Context: an optimization exercise on an open-source flow, tuned for small area and few clock cycles. The choices shown serve that exercise and are no tape-out recipe. Only simulation tests tie the RTL to the original design; equivalence was not proved. No activity file was given, so power comes from the tool's default toggle rates.

==> design.v <==
module xsvf_decoder (
    input  wire        clk,
    input  wire        rst,
    input  wire        start,
    input  wire        policy,       
    input  wire        in_valid,
    input  wire        in_end,
    input  wire [7:0]  in_byte,
    output wire        in_ready,
    output wire        out_valid,
    input  wire        out_ready,
    output reg  [2:0]  out_type,
    output reg  [7:0]  out_byte,
    output reg         out_last,
    output reg  [31:0] out_pos
);
    localparam [2:0] T_OPCODE   = 3'd0,
                     T_OPERAND  = 3'd1,
                     T_DIAG     = 3'd2,
                     T_DONE     = 3'd3,
                     T_FAIL_UNK = 3'd4,
                     T_FAIL_TRC = 3'd5;
    localparam [1:0] ST_NONE = 2'd0,    
                     ST_RUN  = 2'd1,    
                     ST_END  = 2'd2;    
    localparam [1:0] PH_IDLE = 2'd0,
                     PH_OPER = 2'd1,
                     PH_SIR  = 2'd2;
    localparam [2:0] LC_UNKNOWN = 3'd0,
                     LC_ZERO    = 3'd1,
                     LC_ONE     = 3'd2,
                     LC_FOUR    = 3'd3,
                     LC_REG     = 3'd4,
                     LC_REG2    = 3'd5,
                     LC_SIR     = 3'd6;
    reg [1:0]  status;
    reg        policy_q;
    reg [1:0]  phase;
    reg [13:0] sdr_bytes;    
    reg [31:0] pos;
    reg [4:0]  cur_op;       
    reg [14:0] start_lo;     
    reg        wrap;         
    reg [14:0] remaining;
    function [2:0] len_class(input [7:0] b);
        case (b)
            8'h00:                               len_class = LC_ZERO;
            8'h01, 8'h03, 8'h0C, 8'h0D, 8'h0E:   len_class = LC_REG;
            8'h02:                               len_class = LC_SIR;
            8'h04, 8'h08:                        len_class = LC_FOUR;
            8'h07, 8'h12:                        len_class = LC_ONE;
            8'h09, 8'h0A, 8'h0F, 8'h10, 8'h11:   len_class = LC_REG2;
            default:                             len_class = LC_UNKNOWN;
        endcase
    endfunction
    wire [2:0]  lc = len_class(in_byte);
    reg  [14:0] op_len;
    always @* begin
        case (lc)
            LC_ONE:  op_len = 15'd1;
            LC_FOUR: op_len = 15'd4;
            LC_REG:  op_len = {1'b0, sdr_bytes};
            LC_REG2: op_len = {sdr_bytes, 1'b0};
            default: op_len = 15'd0;
        endcase
    end
    wire [4:0]  sir_n   = in_byte[7:3];
    wire        carry15 = &pos[14:0];    
    wire [5:0]  lo_up   = {1'b0, in_byte[7:3]} + {5'd0, |in_byte[2:0]};
    wire [8:0]  hi_up   = {1'b0, sdr_bytes[12:5]} + {8'd0, lo_up[5]};
    assign out_valid = (status == ST_RUN) && in_valid;
    assign in_ready  = !start && ((status == ST_END) || ((status == ST_RUN) && out_ready));
    wire step = (status == ST_RUN) && in_valid && in_ready;
    always @* begin
        out_type = T_OPERAND;
        out_byte = in_byte;
        out_last = 1'b0;
        out_pos  = pos;
        if (in_end) begin
            out_last = 1'b1;
            if (phase == PH_IDLE) begin
                out_type = T_DONE;
                out_byte = 8'h00;
            end else begin
                out_type = T_FAIL_TRC;
                out_byte = {3'b000, cur_op};
                out_pos  = {pos[31:15] - {16'd0, wrap}, start_lo};
            end
        end else begin
            case (phase)
                PH_IDLE: begin
                    if (lc == LC_UNKNOWN) begin
                        out_type = policy_q ? T_DIAG : T_FAIL_UNK;
                        out_last = !policy_q;
                    end else begin
                        out_type = T_OPCODE;
                        out_last = (lc != LC_SIR) && (op_len == 15'd0);
                    end
                end
                PH_SIR: begin
                    out_type = T_OPERAND;
                    out_last = (sir_n == 5'd0);
                end
                default: begin
                    out_type = T_OPERAND;
                    out_last = (remaining == 15'd1);
                end
            endcase
        end
    end
    always @(posedge clk) begin
        if (rst) begin
            status    <= ST_NONE;
            policy_q  <= 1'b0;
            phase     <= PH_IDLE;
            sdr_bytes <= 14'd0;
            pos       <= 32'd0;
            cur_op    <= 5'd0;
            start_lo  <= 15'd0;
            wrap      <= 1'b0;
            remaining <= 15'd0;
        end else if (start) begin
            status    <= ST_RUN;
            policy_q  <= policy;
            phase     <= PH_IDLE;
            sdr_bytes <= 14'd0;
            pos       <= 32'd0;
        end else if (step) begin
            if (in_end) begin
                status <= ST_END;
            end else begin
                pos  <= pos + 32'd1;
                wrap <= ((phase != PH_IDLE) && wrap) || carry15;
                case (phase)
                    PH_IDLE: begin
                        cur_op   <= in_byte[4:0];
                        start_lo <= pos[14:0];
                        if (lc == LC_UNKNOWN) begin
                            if (!policy_q)
                                status <= ST_END;
                        end else if (lc == LC_SIR) begin
                            phase <= PH_SIR;
                        end else if (op_len != 15'd0) begin
                            phase     <= PH_OPER;
                            remaining <= op_len;
                        end
                    end
                    PH_SIR: begin
                        if (sir_n == 5'd0) begin
                            phase <= PH_IDLE;
                        end else begin
                            phase     <= PH_OPER;
                            remaining <= {10'd0, sir_n};
                        end
                    end
                    default: begin
                        remaining <= remaining - 15'd1;
                        if (cur_op == 5'h08) begin
                            if (remaining == 15'd4)
                                sdr_bytes <= {1'b0, in_byte, 5'd0};
                            if (remaining == 15'd3)
                                sdr_bytes <= {hi_up, lo_up[4:0]};
                        end
                        if (remaining == 15'd1)
                            phase <= PH_IDLE;
                    end
                endcase
            end
        end
    end
endmodule
module frame_builder (
    input  wire        clk,
    input  wire        rst,
    input  wire        req_valid,
    input  wire        req_kind,     
    input  wire [7:0]  req_tag,
    input  wire [15:0] req_len,
    output wire        req_ready,
    input  wire        pl_valid,
    input  wire [7:0]  pl_byte,
    output wire        pl_ready,
    output reg         out_valid,
    input  wire        out_ready,
    output reg  [7:0]  out_byte,
    output wire        out_last,
    output wire        out_err
);
    localparam [7:0] MARKER = 8'h58;
    localparam [3:0] S_IDLE = 4'd0,
                     S_MCMD = 4'd1,    
                     S_MRAW = 4'd2,    
                     S_LEN4 = 4'd3,    
                     S_TAG  = 4'd4,    
                     S_HI   = 4'd9,    
                     S_LO   = 4'd5,    
                     S_PAY  = 4'd6,
                     S_CSUM = 4'd7,
                     S_ERR  = 4'd8;
    reg [3:0]  state;
    reg [15:0] cnt;      
    reg [7:0]  acc;      
    wire fin = (state == S_CSUM) || (state == S_ERR);
    assign req_ready = (state == S_IDLE) || (fin && out_ready);
    assign pl_ready  = (state == S_PAY) && out_ready;
    assign out_last  = fin;
    assign out_err   = (state == S_ERR);
    always @* begin
        out_valid = 1'b1;
        out_byte  = acc;
        case (state)
            S_IDLE: out_valid = 1'b0;
            S_MCMD, S_MRAW: out_byte = MARKER;
            S_LEN4: out_byte = cnt[7:0] + 8'd4;
            S_TAG, S_HI: out_byte = cnt[15:8];
            S_LO:   out_byte = cnt[7:0];
            S_PAY: begin
                out_valid = pl_valid;
                out_byte  = pl_byte;
            end
            default: ;
        endcase
    end
    wire xfer   = out_valid && out_ready;
    wire accept = req_valid && req_ready;
    always @(posedge clk) begin
        if (rst) begin
            state <= S_IDLE;
            cnt   <= 16'd0;
            acc   <= 8'h00;
        end else begin
            if (xfer)
                acc <= fin ? 8'h00 : acc + out_byte;
            if (accept) begin
                cnt <= {req_kind ? req_len[15:8] : req_tag, req_len[7:0]};
                if (!req_kind && (req_len[15:8] != 8'd0 || req_len[7:2] == 6'h3F))
                    state <= S_ERR;
                else
                    state <= req_kind ? S_MRAW : S_MCMD;
            end else if (xfer) begin
                case (state)
                    S_MCMD: state <= S_LEN4;
                    S_MRAW: state <= S_HI;
                    S_LEN4: state <= S_TAG;
                    S_TAG: begin
                        cnt[15:8] <= 8'd0;
                        state     <= S_LO;
                    end
                    S_HI:   state <= S_LO;
                    S_LO:   state <= (cnt == 16'd0) ? S_CSUM : S_PAY;
                    S_PAY: begin
                        cnt <= cnt - 16'd1;
                        if (cnt == 16'd1)
                            state <= S_CSUM;
                    end
                    default: state <= S_IDLE;    
                endcase
            end
        end
    end
endmodule
module xsvf_core (
    input  wire        clk,
    input  wire        rst,
    input  wire        dec_start,
    input  wire        dec_policy,
    input  wire        dec_in_valid,
    input  wire        dec_in_end,
    input  wire [7:0]  dec_in_byte,
    output wire        dec_in_ready,
    output wire        dec_out_valid,
    input  wire        dec_out_ready,
    output wire [2:0]  dec_out_type,
    output wire [7:0]  dec_out_byte,
    output wire        dec_out_last,
    output wire [31:0] dec_out_pos,
    input  wire        fb_req_valid,
    input  wire        fb_req_kind,
    input  wire [7:0]  fb_req_tag,
    input  wire [15:0] fb_req_len,
    output wire        fb_req_ready,
    input  wire        fb_pl_valid,
    input  wire [7:0]  fb_pl_byte,
    output wire        fb_pl_ready,
    output wire        fb_out_valid,
    input  wire        fb_out_ready,
    output wire [7:0]  fb_out_byte,
    output wire        fb_out_last,
    output wire        fb_out_err
);
    xsvf_decoder u_dec (
        .clk       (clk),
        .rst       (rst),
        .start     (dec_start),
        .policy    (dec_policy),
        .in_valid  (dec_in_valid),
        .in_end    (dec_in_end),
        .in_byte   (dec_in_byte),
        .in_ready  (dec_in_ready),
        .out_valid (dec_out_valid),
        .out_ready (dec_out_ready),
        .out_type  (dec_out_type),
        .out_byte  (dec_out_byte),
        .out_last  (dec_out_last),
        .out_pos   (dec_out_pos)
    );
    frame_builder u_fb (
        .clk       (clk),
        .rst       (rst),
        .req_valid (fb_req_valid),
        .req_kind  (fb_req_kind),
        .req_tag   (fb_req_tag),
        .req_len   (fb_req_len),
        .req_ready (fb_req_ready),
        .pl_valid  (fb_pl_valid),
        .pl_byte   (fb_pl_byte),
        .pl_ready  (fb_pl_ready),
        .out_valid (fb_out_valid),
        .out_ready (fb_out_ready),
        .out_byte  (fb_out_byte),
        .out_last  (fb_out_last),
        .out_err   (fb_out_err)
    );
endmodule
==> run.sh <==
#!/bin/bash
# synth_recipe.tcl (not shown) runs the flow's synth.tcl, then flattens the netlist and writes it again
# the make line also repeats each setting of config.mk as NAME=value (left out here)
make -C /OpenROAD-flow-scripts/flow DESIGN_CONFIG=/design/flow/config.mk WORK_HOME=/design/flow/orfs CLKGATE_MAP_FILE= SYNTH_SCRIPT=/design/flow/synth_recipe.tcl finish
==> config.mk <==
export PLATFORM = sky130hd
export DESIGN_NAME = xsvf_core
export DESIGN_NICKNAME = xsvf_core
export VERILOG_FILES = /design/flow/design.v
export SDC_FILE = /design/flow/constraint.sdc
export NUM_CORES = 4
export LEC_CHECK = 0
export CAP_MARGIN = 20
export CORE_MARGIN = 2
export CORE_UTILIZATION = 40
export SLEW_MARGIN = 20
==> constraint.sdc <==
create_clock -name core_clock -period 10.0 [get_ports {clk}]
set_input_delay 2.0000 -clock core_clock [delete_from_list [all_inputs] [get_ports {clk}]]
set_output_delay 2.0000 -clock core_clock [all_outputs]
set_load 0.01 [all_outputs]
==> results.json, run 1 <==
{
  "status": "finished clean",
  "drv_cap": 0,
  "crit_fanout": 22,
  "cts_hold_buf": 0,
  "placementRows": 51,
  "syn_inst": 1092,
  "fill_cells": 1938,
  "worst_setup_path_end_kind": "primary output",
  "netlist_top_cells_count": "180 x nand2_1, 129 x nor2_1, 115 x dfxtp_1",
  "finalMaxSlewViolations": 0,
  "drive_gt1_share_pct": 4.88,
  "crit-reg2reg-capture": "u_fb.acc[6]",
  "synth_flop_cell": "dfxtp_1",
  "tritoncts": "built",
  "core_um2": 19300,
  "async_flop_share_pct": 0,
  "vias_per_cell": 5.57,
  "ctsHtreeMaxLevel": 4,
  "grt.overflow.total": 0,
  "leakagePower_nw": 3.48,
  "ff2ff_path_depth": 15,
  "synth_edf_count": 0,
  "hp-start": "u_dec.start_lo[8]",
  "synth_area_um2": 7810,
  "cp-start-kind": "input pin",
  "p_per_area_nw_per_um2": 170,
  "rr_startpoint": "u_fb.state[0]",
  "fmax_mhz": 133,
  "crit_required_ps": 8000,
  "worstHoldEndpoint": "u_dec.start_lo[8]",
  "worstSetupPathType": "input pin to primary output",
  "synth_seq_area_share_pct": 29.5,
  "synth_top_area_share_pct": 29.5,
  "n_antenna_cell": 0,
  "synthTopCellsByArea": "dfxtp_1 29%, nand2_1 8.6%, nor2_1 6.2%",
  "cts_buffers": 17,
  "rsz0062_at_grt": "false",
  "drc": 0,
  "grt_pass1_vias": 7157,
  "grt_max_degree": 58,
  "vias": 7983,
  "final_nets": 1234,
  "worst_slew_pin_slew_ps": 1040,
  "place.gp.congestion": 0.900,
  "worstSkewPairLatency_ps": 430,
  "detail_route.wl_per_cell_um": 15.8,
  "synth-seq-cells": 115,
  "tns_ps": 0,
  "final_core_util_pct": 49.4,
  "clockBufferDepth": 2,
  "grt_pass1_wl_um": 36300,
  "relSlewSlack_pct": 30.4,
  "final_antenna_net_count": 0,
  "routed_wl_um": 22600,
  "slowest_delay_ps": 990,
  "whs_path_depth": 2,
  "crit_arrival_ps": 5530,
  "min_period_ps": 7530,
  "post-cts-setup-buffers": 0,
  "finalClockSkew_ps": 11.4,
  "syn_nets": 1171,
  "die-area_um2": 20700,
  "synth_top_area_cell": "dfxtp_1",
  "min_path_type": "flip-flop to flip-flop",
  "dieWidth_um": 144,
  "rrSetupSlack_ps": 5440,
  "clock-root-buffer": "clkbuf_16",
  "drt_iter0_drc": 662,
  "cts.clk_slew.worst_paths_ps": 60,
  "worstPathCellList": "clkdlybuf4s50_1 -> nand2_1 -> nor4b_2 -> nand2_1 -> nor4b_1 -> xor2_1 -> clkdlybuf4s50_1",
  "dp_hpwl_um": 16300,
  "setup_violations": 0,
  "io_buffers": 109,
  "pin_count": 110,
  "die_h_um": 144,
  "start_util_pct": 40.4,
  "syn_area_per_cell_um2": 7.16,
  "peakVddDrop_v": 0.000120,
  "cts_sinks": 115,
  "synth.distinct_cells": 74,
  "hold_slack_ps": 453,
  "hold_viol": 0,
  "dr.pass1.iters": 5,
  "synth_most_common_cell": "nand2_1",
  "critPathSlowestCell": "clkdlybuf4s50_1",
  "antenna_found_initial": 0,
  "track_usage_pct": 21.9,
  "cts_resized": 0,
  "ys.warnings.count": 2,
  "synthToLayoutAreaGrowth_pct": 22.2,
  "fin_crit_sh_pct": 75.3
}
-- flip-flops by register name, summed over array words and instances, names as in the netlist --
register / flops
u_dec.start_lo: 15
u_dec.pos: 32
u_dec.sdr_bytes: 14
u_dec.remaining: 15
u_fb.acc: 8
u_fb.cnt: 16
u_dec.status: 2
u_dec.cur_op: 5
u_dec.policy_q: 1
u_dec.phase: 2
u_fb.state: 4
u_dec.wrap: 1
-- worst max-delay path by stage --
stage                         startpoint         endpoint  slack, ps  cells past startpoint
final                         dec_in_end  dec_out_pos[30]       2470                      7
after global placement        dec_in_end  dec_out_pos[30]       2560                      7
after CTS                     dec_in_end  dec_out_pos[30]       2460                      7
after floorplan           dec_in_byte[0]  dec_out_type[2]       4330                      7
after global routing          dec_in_end  dec_out_pos[30]       2160                      7
after detailed placement      dec_in_end  dec_out_pos[30]       2510                      7
-- placed cells by master (no fill, tap or decap), types with 11 or more instances in the layout --
cell type        Yosys  final
nand2_1            180    180
nor2_1             129    129
dfxtp_1            115    115
clkdlybuf4s50_1      0    108
a21oi_1             92     92
o21ai_0             61     61
nand3_1             49     49
xor2_1              35     35
nor3_1              34     33
inv_1               28     28
ha_1                27     27
mux2i_1             23     23
nor4_1              21     21
xnor2_1             18     18
clkbuf_16            0     17
a22oi_1             16     16
or3_1               15     15
nand4_1             15     15
nor2b_1             12     12
and3_1              11     11
-- per-layer routing --
metal	part of all wire, %	global-route usage (%)	routed length, µm	up-vias
li1	-	-	-	4000
met2	44	33.7	9960	244
met1	48	31.5	11000	3713
met4	1.5	6.09	336	0
met5	0	0	0	-
met3	6.1	3.83	1390	26
-- area by class of cell --
type	count	area (µm²)	area share, %
Multi-Input combinational cell	879	5110	53.5
Sequential cell	115	2300	24.1
Timing Repair Buffer	114	1120	11.8
Clock buffer	18	439	4.60
Tap cell	265	332	3.47
Clock inverter	14	140	1.47
Inverter	28	105	1.10
-- cell families (layout without fill, tap and decap cells) --
logic type,after synthesis,count (layout),share of synthesized area (%)
XOR/XNOR,53,53,5.94
AND/OR/NAND/NOR,522,522,31.9
adder cells (fa/ha/maj),28,28,4.58
buffers and inverters,98,174,5.20
multiplexers,24,24,3.09
flip-flops,115,115,29.5
AO/OA/AOI/OAI,252,252,19.9
-- per-stage QoR --
stage / power, mW / std cells / setup slack, ps / cell area, µm²
finish: 1.63 / 1433 / 2470 / 9550
CTS: 1.63 / 1433 / 2460 / 9550
global route: 1.72 / 1433 / 2160 / 9550
floorplan: 0.866 / 1092 / 4330 / 7820
global placement: 1.03 / 1401 / 2560 / 8970
detailed placement: 1.03 / 1401 / 2510 / 8970
-- worst max-delay path: cells and delay by family --
kind          cells  cell delay, ps
xor+xnor          1             170
buf+inv           2            1540
simple gates      4            1820
-- report_power, final --
group          internal, mW  switching, mW  total (mW)
sequential            0.484         0.0631       0.547
combinational         0.208          0.272       0.480
clock                 0.356          0.245       0.601
total                  1.05          0.581        1.63
Testbench counts, summed over its fixed seeds: cycles 71,755.
==> run 2: changes to the inputs <==
--- a/design.v
+++ b/design.v
@@ -112,14 +112,12 @@
         if (rst) begin
             status    <= ST_NONE;
-            policy_q  <= 1'b0;
-            phase     <= PH_IDLE;
-            sdr_bytes <= 14'd0;
-            pos       <= 32'd0;
-            cur_op    <= 5'd0;
-            start_lo  <= 15'd0;
-            wrap      <= 1'b0;
-            remaining <= 15'd0;
         end else if (start) begin
             status    <= ST_RUN;
+        end else if (step && (in_end || ((phase == PH_IDLE) && (lc == LC_UNKNOWN) && !policy_q))) begin
+            status    <= ST_END;
+        end
+    end
+    always @(posedge clk) begin
+        if (start) begin
             policy_q  <= policy;
             phase     <= PH_IDLE;
@@ -127,7 +125,5 @@
             pos       <= 32'd0;
         end else if (step) begin
-            if (in_end) begin
-                status <= ST_END;
-            end else begin
+            if (!in_end) begin
                 pos  <= pos + 32'd1;
                 wrap <= ((phase != PH_IDLE) && wrap) || carry15;
@@ -136,8 +132,5 @@
                         cur_op   <= in_byte[4:0];
                         start_lo <= pos[14:0];
-                        if (lc == LC_UNKNOWN) begin
-                            if (!policy_q)
-                                status <= ST_END;
-                        end else if (lc == LC_SIR) begin
+                        if (lc == LC_SIR) begin
                             phase <= PH_SIR;
                         end else if (op_len != 15'd0) begin
@@ -224,37 +217,36 @@
     wire xfer   = out_valid && out_ready;
     wire accept = req_valid && req_ready;
+    wire [16:0] cnt_dec = {1'b0, cnt} - 17'd1;
+    wire        cnt_zero = cnt_dec[16];
     always @(posedge clk) begin
         if (rst) begin
             state <= S_IDLE;
-            cnt   <= 16'd0;
-            acc   <= 8'h00;
-        end else begin
-            if (xfer)
-                acc <= fin ? 8'h00 : acc + out_byte;
-            if (accept) begin
-                cnt <= {req_kind ? req_len[15:8] : req_tag, req_len[7:0]};
-                if (!req_kind && (req_len[15:8] != 8'd0 || req_len[7:2] == 6'h3F))
-                    state <= S_ERR;
-                else
-                    state <= req_kind ? S_MRAW : S_MCMD;
-            end else if (xfer) begin
-                case (state)
-                    S_MCMD: state <= S_LEN4;
-                    S_MRAW: state <= S_HI;
-                    S_LEN4: state <= S_TAG;
-                    S_TAG: begin
-                        cnt[15:8] <= 8'd0;
-                        state     <= S_LO;
-                    end
-                    S_HI:   state <= S_LO;
-                    S_LO:   state <= (cnt == 16'd0) ? S_CSUM : S_PAY;
-                    S_PAY: begin
-                        cnt <= cnt - 16'd1;
-                        if (cnt == 16'd1)
-                            state <= S_CSUM;
-                    end
-                    default: state <= S_IDLE;    
-                endcase
-            end
+        end else if (accept) begin
+            if (!req_kind && (req_len[15:8] != 8'd0 || req_len[7:2] == 6'h3F))
+                state <= S_ERR;
+            else
+                state <= req_kind ? S_MRAW : S_MCMD;
+        end else if (xfer) begin
+            case (state)
+                S_MCMD: state <= S_LEN4;
+                S_MRAW: state <= S_HI;
+                S_LEN4: state <= S_TAG;
+                S_TAG:  state <= S_LO;
+                S_HI:   state <= S_LO;
+                S_LO, S_PAY: state <= cnt_zero ? S_CSUM : S_PAY;
+                default: state <= S_IDLE;    
+            endcase
+        end
+    end
+    always @(posedge clk) begin
+        if (accept) begin
+            acc <= 8'h00;
+            cnt <= {req_kind ? req_len[15:8] : req_tag, req_len[7:0]};
+        end else if (xfer) begin
+            acc <= acc + out_byte;
+            if (state == S_TAG)
+                cnt[15:8] <= 8'd0;
+            if (state == S_LO || state == S_PAY)
+                cnt <= cnt_dec[15:0];
         end
     end
--- a/config.mk
+++ b/config.mk
@@ -8,4 +8,7 @@
 export CAP_MARGIN = 20
 export CORE_MARGIN = 2
-export CORE_UTILIZATION = 40
+export CORE_UTILIZATION = 60
+export CTS_BUF_LIST = sky130_fd_sc_hd__clkbuf_4
+export CTS_CLUSTER_DIAMETER = 100
+export CTS_CLUSTER_SIZE = 30
 export SLEW_MARGIN = 20
==> run 2 against run 1 <==
Register-to-register slack improved by 850 ps. Critical endpoint is now dec_out_pos[29]. First-iteration DRC count down 12%. Flip-flop and latch count did not move. Largest cell class unchanged. Sequential share of layout area rose by 7.3 points. Sequential power is 2% lower. Still clean on timing, DRC and antenna. Core utilization grew 25 points. Non-clock buffer count rose by 2. Via count shrank 13%. Clock-buffer cell count down 1. Setup slack improved by 240 ps. Largest power group is now registers. Wire length decreased by 14%.
==> results.json, run 2 <==
{
  "die-area_um2": 13500,
  "drt_iter0_drc": 584,
  "dieWidth_um": 116,
  "min_period_ps": 7300,
  "hold_viol": 0,
  "syn_area_per_cell_um2": 8.67,
  "synthTopCellsByArea": "edfxtp_1 21%, dfxtp_1 16%, nor2_1 4.8%",
  "final_cell_mix": "109 x clkdlybuf4s50_1, 96 x nor2_1, 84 x nand2_1",
  "cts_resized": 0,
  "leakagePower_nw": 3.18,
  "core_um2": 12200,
  "dp_hpwl_um": 14300,
  "p_comb_share_pct": 17.9,
  "detail_route.wl_per_cell_um": 17.1,
  "setup_violations": 0,
  "synth-seq-cells": 115,
  "vias": 6954,
  "rsz0062_at_grt": "false",
  "track_usage_pct": 29.6,
  "cts_buffers": 17,
  "p_per_area_nw_per_um2": 124,
  "switchingPower_mw": 0.321,
  "finalClockSkew_ps": 20.9,
  "critPathSlowestCell": "clkdlybuf4s50_1",
  "n_antenna_cell": 0,
  "final_antenna_net_count": 0,
  "synth_area_um2": 7540,
  "worst_setup_path_end_kind": "primary output",
  "tritoncts": "built",
  "netSwitchingFraction_pct": 28.7,
  "worst_slew_pin_slew_ps": 1080,
  "setup_slack_ps": 2700,
  "antenna_found_initial": 0,
  "grt_pass1_wl_um": 31700,
  "sequentialPowerShare_pct": 47.9,
  "relSlewSlack_pct": 27.3,
  "tns_ps": 0,
  "fill_cells": 959,
  "ctsHtreeMaxLevel": 4,
  "pin_count": 110,
  "die_h_um": 116,
  "crit_top_cell": "clkdlybuf4s50_1",
  "critPathBufInv": 2,
  "async_flop_share_pct": 0,
  "drive_gt1_share_pct": 7.95,
  "cts_sinks": 115,
  "final_nets": 1035,
  "top_register": "u_dec.pos",
  "drc": 0,
  "slowest_delay_ps": 940,
  "p_int_mw": 0.799,
  "grt_max_degree": 51,
  "cp-start-kind": "input pin",
  "start_util_pct": 62.0,
  "placementRows": 40,
  "synth_edf_count": 53,
  "final_common_cell": "clkdlybuf4s50_1",
  "crit_fanout": 23,
  "worstSkewPairLatency_ps": 550,
  "min_path_type": "flip-flop to flip-flop",
  "syn_nets": 948,
  "dr.pass1.iters": 6,
  "io_buffers": 109,
  "synth_top_area_share_pct": 21.1,
  "fin_crit_sh_pct": 73.0,
  "cts_hold_buf": 0,
  "largest_reg_flops": 32,
  "status": "finished clean",
  "drv_cap": 0,
  "dpl_worst_slack_ps": 2610,
  "clock-root-buffer": "clkbuf_4",
  "finalMaxSlewViolations": 0,
  "crit_required_ps": 8000,
  "synth_top_area_cell": "edfxtp_1",
  "crit_arrival_ps": 5300,
  "worstSetupPathType": "input pin to primary output",
  "clockBufferDepth": 2,
  "post-cts-setup-buffers": 0,
  "p_clk_share_pct": 34.2,
  "fmax_mhz": 137,
  "grt_pass1_vias": 6775,
  "synth_flop_cell": "dfxtp_1",
  "syn_inst": 870,
  "peakVddDrop_v": 0.000111,
  "synthToLayoutAreaGrowth_pct": 19.7,
  "cts.clk_slew.worst_paths_ps": 90,
  "synth.distinct_cells": 74,
  "place.gp.congestion": 0.894,
  "cp_top_family": "buffers and inverters",
  "synth_seq_area_share_pct": 37.6,
  "ys.warnings.count": 2,
  "netlist_top_cells_count": "96 x nor2_1, 84 x nand2_1, 62 x dfxtp_1",
  "post-place-cells": 1106,
  "worstPathCellList": "clkdlybuf4s50_1 -> o21ai_4 -> or4_1 -> nor3b_2 -> nand2_1 -> nor3_2 -> xor2_1 -> clkdlybuf4s50_1",
  "final_cells": 1137,
  "vias_per_cell": 6.12,
  "grt.overflow.total": 0,
  "synth_most_common_cell": "nor2_1",
  "largest_registers": "u_dec.pos x32, u_fb.cnt x16",
  "routed_wl_um": 19500
}
## run 2: metal layers
layer,global-route usage [%],up-vias,part of all wire [%]
met5,0,-,0
met4,8.41,0,1.5
met3,7.32,33,5.9
met2,51.9,274,50
met1,36.5,3304,42
li1,-,3343,-
## run 2: path summary, 6_finish.rpt
| check | startpoint | slack [ps] | depth (start not counted) | end |
|---|---|---|---|---|
| setup / recovery | dec_in_end | 2700 | 8 | dec_out_pos[29] |
| hold / removal | u_dec.pos[31] | 490 | 1 | u_dec.pos[31] |
| setup reg to reg | u_fb.state[1] | 6290 | 12 | u_fb.acc[7] |
| hold reg to reg | u_dec.pos[31] | 490 | 1 | u_dec.pos[31] |
## run 2: layout make-up
cell class / instances / area [µm²] / area share (%)
clock inverter: 14 / 188 / 2.08
sequential: 115 / 2830 / 31.4
timing repair buffer: 116 / 1140 / 12.7
inverter: 30 / 113 / 1.25
multi-input combinational: 677 / 4410 / 48.9
tap: 168 / 210 / 2.33
clock buffer: 17 / 128 / 1.41
## run 2: power groups by stage
stage | combinational (mW) | clock, mW | sequential (mW)
detailed placement | 0.197 | 0 | 0.546
CTS | 0.199 | 0.389 | 0.536
global placement | 0.191 | 0 | 0.546
floorplan | 0.129 | 0 | 0.534
finish | 0.200 | 0.383 | 0.537
global route | 0.219 | 0.410 | 0.539
## run 2: logic make-up (layout without fill, tap and decap cells)
logic type                 count (synthesis)  count (layout)  share of synthesized area (%)
AOI/OAI and AO/OA                        181             181                           15.6
xor gates and xnor gates                  68              68                           7.90
adders and majority gates                 27              27                           4.58
buffers and inverters                     78             177                           4.11
DFF                                      115             115                           37.6
muxes                                     41              41                           5.69
and+or+nand+nor                          360             360                           24.6
## run 2: per-stage QoR
stage / hold slack, ps / area (µm²) / util, % / power [mW]
after floorplan: 446 / 7540 / - / 0.662
after detailed placement: 474 / 8710 / 71.6 / 0.743
final: 495 / 9030 / 74.2 / 1.12
after global routing: 535 / 9030 / 74.2 / 1.17
after global placement: 457 / 8710 / 71.6 / 0.736
after CTS: 496 / 9020 / 74.2 / 1.12
Testbench counts of run 2, summed over its fixed seeds: cycles 71,755.
==> run 3: changes to the inputs <==
--- a/config.mk
+++ b/config.mk
@@ -8,7 +8,4 @@
 export CAP_MARGIN = 20
 export CORE_MARGIN = 2
-export CORE_UTILIZATION = 60
-export CTS_BUF_LIST = sky130_fd_sc_hd__clkbuf_4
-export CTS_CLUSTER_DIAMETER = 100
-export CTS_CLUSTER_SIZE = 30
+export CORE_UTILIZATION = 40
 export SLEW_MARGIN = 20
==> run 3 against run 2 <==
Hold slack got worse by 11 ps. Still clean on timing, DRC and antenna. Die area increased by 48%. Non-clock buffer count shrank 1. Sequential power hardly changed. Register-to-register slack got worse by 30 ps. Critical path type unchanged. Core utilization shrank 24 points. Wire length grew 2.5%. Global-route usage decreased by 9.5 points. Clock-buffer cell count grew 2. Flip-flop and latch count unchanged. Highest routed layer unchanged. Sequential share of layout area down 0.97 points.
==> results.json, run 3 <==
{
  "grtUsageMet3_pct": 3.95,
  "final_cell_mix": "108 x clkdlybuf4s50_1, 95 x nor2_1, 84 x nand2_1",
  "ctsHtreeMaxLevel": 4,
  "track_usage_pct": 20.2,
  "vias": 6719,
  "synthToLayoutAreaGrowth_pct": 23.5,
  "crit-reg2reg-capture": "u_fb.acc[7]",
  "relSlewSlack_pct": 29.2,
  "hold_slack_ps": 484,
  "async_flop_share_pct": 0,
  "netSwitchingFraction_pct": 28.0,
  "finalClockSkew_ps": 11.5,
  "largest_reg_flops": 32,
  "synth_seq_area_share_pct": 37.6,
  "critPathBufInv": 2,
  "tritoncts": "built",
  "dr.pass1.iters": 5,
  "worstSetupPathType": "input pin to primary output",
  "cp-start-kind": "input pin",
  "syn_inst": 870,
  "grt_pass1_vias": 6336,
  "final_nets": 1034,
  "worstPathCellList": "clkdlybuf4s50_1 -> o21ai_4 -> or4_1 -> nor3b_2 -> nand2_1 -> nor2_1 -> xor2_1 -> clkdlybuf4s50_1",
  "io_buffers": 109,
  "sequentialPowerShare_pct": 41.8,
  "drc": 0,
  "netlist_top_cells_count": "96 x nor2_1, 84 x nand2_1, 62 x dfxtp_1",
  "synth.distinct_cells": 74,
  "startpoint": "dec_in_end",
  "grtUsageMet1_pct": 27.5,
  "die_h_um": 141,
  "synth_top_area_share_pct": 21.1,
  "largest_registers": "u_dec.pos x32, u_fb.cnt x16",
  "antenna_found_initial": 0,
  "cts_sinks": 115,
  "start_util_pct": 40.6,
  "dpl_worst_slack_ps": 2650,
  "final_cells": 1203,
  "finalMaxSlewViolations": 0,
  "status": "finished clean",
  "final_common_cell": "clkdlybuf4s50_1",
  "grt_max_degree": 51,
  "drt_iter0_drc": 431,
  "dp_hpwl_um": 14700,
  "syn_area_per_cell_um2": 8.67,
  "synth_area_um2": 7540,
  "crit_top_cell": "clkdlybuf4s50_1",
  "leakagePower_nw": 3.27,
  "drv_cap": 0,
  "cts.clk_slew.worst_paths_ps": 50,
  "dieWidth_um": 141,
  "routed_wl_um": 20000,
  "post-place-cells": 1171,
  "n_antenna_cell": 0,
  "grt-busiest-layer": "met2",
  "cp_top_family": "buffers and inverters",
  "multi_input_area_um2": 4420,
  "setup_slack_ps": 2760,
  "grt.overflow.total": 0,
  "placementRows": 50,
  "synth_top_area_cell": "edfxtp_1",
  "tns_ps": 0,
  "switchingPower_mw": 0.361,
  "worstSkewPairLatency_ps": 420,
  "crit_arrival_ps": 5240,
  "clock-root-buffer": "clkbuf_16",
  "detail_route.wl_per_cell_um": 16.6,
  "grt_pass1_wl_um": 32300,
  "hold_viol": 0,
  "ff2ff_path_depth": 12,
  "ys.warnings.count": 2,
  "synth_most_common_cell": "nor2_1",
  "min_period_ps": 7240,
  "peakVddDrop_v": 0.000114,
  "fill_cells": 1811,
  "worst_slew_pin_slew_ps": 1060,
  "final_antenna_net_count": 0,
  "worstSetupPathDepth": 8,
  "synth-seq-cells": 115,
  "cts_buffers": 17,
  "p_per_area_nw_per_um2": 138,
  "post-cts-setup-buffers": 0,
  "drive_gt1_share_pct": 8.26,
  "syn_nets": 948,
  "slowest_delay_ps": 890,
  "worst_setup_path_end_kind": "primary output",
  "crit_fanout": 23,
  "synth_flop_cell": "dfxtp_1",
  "min_path_type": "flip-flop to flip-flop",
  "cts_resized": 0,
  "rr_startpoint": "u_fb.state[1]",
  "cts_hold_buf": 0,
  "pin_count": 110,
  "top_register": "u_dec.pos",
  "place.gp.congestion": 0.887,
  "p_clk_share_pct": 42.6,
  "critPathSlowestCell": "clkdlybuf4s50_1",
  "rsz0062_at_grt": "false",
  "p_int_mw": 0.925,
  "setup_violations": 0,
  "worstSetupEndpoint": "dec_out_pos[31]",
  "synthTopCellsByArea": "edfxtp_1 21%, dfxtp_1 16%, nor2_1 4.8%",
  "register_area_um2": 2830,
  "grtUsageMet2_pct": 32.5,
  "die-area_um2": 20000,
  "core_um2": 18600,
  "p_comb_share_pct": 15.6,
  "clockBufferDepth": 2,
  "synth_edf_count": 53,
  "rrSetupSlack_ps": 6260,
  "fmax_mhz": 138,
  "crit_required_ps": 8000,
  "fin_crit_sh_pct": 72.4,
  "vias_per_cell": 5.59
}
[run 3: per-stage QoR]
stage	util (%)	power (mW)	area, µm²
floorplan	-	0.662	7540
finish	50.1	1.29	9320
detailed placement	47.2	0.745	8780
global placement	47.2	0.745	8780
global route	50.1	1.34	9320
CTS	50.1	1.29	9310
[run 3: worst min-delay path by stage]
| stage | slack (ps) | cells past startpoint | start | endpoint |
|---|---|---|---|---|
| detailed placement | 480 | 2 | u_fb.acc[7] | u_fb.acc[7] |
| finish | 480 | 2 | u_fb.acc[7] | u_fb.acc[7] |
| CTS | 480 | 2 | u_fb.acc[7] | u_fb.acc[7] |
| floorplan | 450 | 2 | u_fb.acc[7] | u_fb.acc[7] |
| global route | 510 | 2 | u_fb.acc[0] | u_fb.acc[0] |
| global placement | 470 | 2 | u_fb.acc[7] | u_fb.acc[7] |
[run 3: metal layers]
metal  share of wire [%]  vias to the layer above  wire length (µm)
li1                    -                     3347                 -
met1                  48                     3137              9680
met2                  45                      209              8950
met3                 4.9                       26               981
met4                 1.8                        0               367
met5                   0                        -                 0
[run 3: power by group through the flow]
stage / sequential [mW] / combinational (mW) / clock [mW]
global placement: 0.547 / 0.198 / 0
global route: 0.540 / 0.221 / 0.578
floorplan: 0.534 / 0.129 / 0
finish: 0.538 / 0.200 / 0.548
CTS: 0.537 / 0.200 / 0.557
detailed placement: 0.547 / 0.198 / 0
[run 3: area by class of cell]
class,count,area share [%]
multi-input cells,677,47.4
flip-flops and latches,115,30.4
repair buffers,115,12.1
clock buffers,19,4.75
well taps,234,3.14
inverters,30,1.21
clock inverters,13,0.927
[run 3: logic make-up (layout without fill, tap and decap cells)]
family	after synthesis	after routing	share of synthesized area (%)
buffers and inverters	78	177	4.11
AND/OR/NAND/NOR	360	360	24.6
XOR/XNOR	68	68	7.90
flip-flops	115	115	37.6
AO/OA/AOI/OAI	181	181	15.6
adder cells (fa/ha/maj)	27	27	4.58
multiplexers	41	41	5.69
[run 3: worst min-delay path, stage by stage, from the launching register on]
cell and delay (ps):
dfxtp_1 320, nand2_1 60, mux2i_1 60

separate check: timing with driven ports:
The results above use ideal ports. As a check the final layouts listed here were re-extracted and re-timed, cells and wires unchanged. Step 1: set_driving_cell puts a clkbuf_16 on clk and a buf_2 on each other input, an assumption about the parent block. Step 2, shift: input delay + t, output delay - t, t = (earliest + latest rising clock arrival at the registers) / 2. This alone moves slack from input paths to output paths. Three values: no drivers, after step 1, after step 2; two values: the first two.
run | t, ns | slack for setup (ns) | pins driven straight from the clock port
run 1 | 0.466 | 2.466 / 2.419 / 2.419 | 1
run 2 | 0.573 | 2.704 / 2.681 / 2.681 | 1
run 3 | 0.457 | 2.762 / 2.735 / 2.735 | 1
After both steps every run listed still meets setup and hold. For run 1, which loses most, drivers alone change the setup slack by -0.047 ns; drivers and shift together by -0.047 ns.
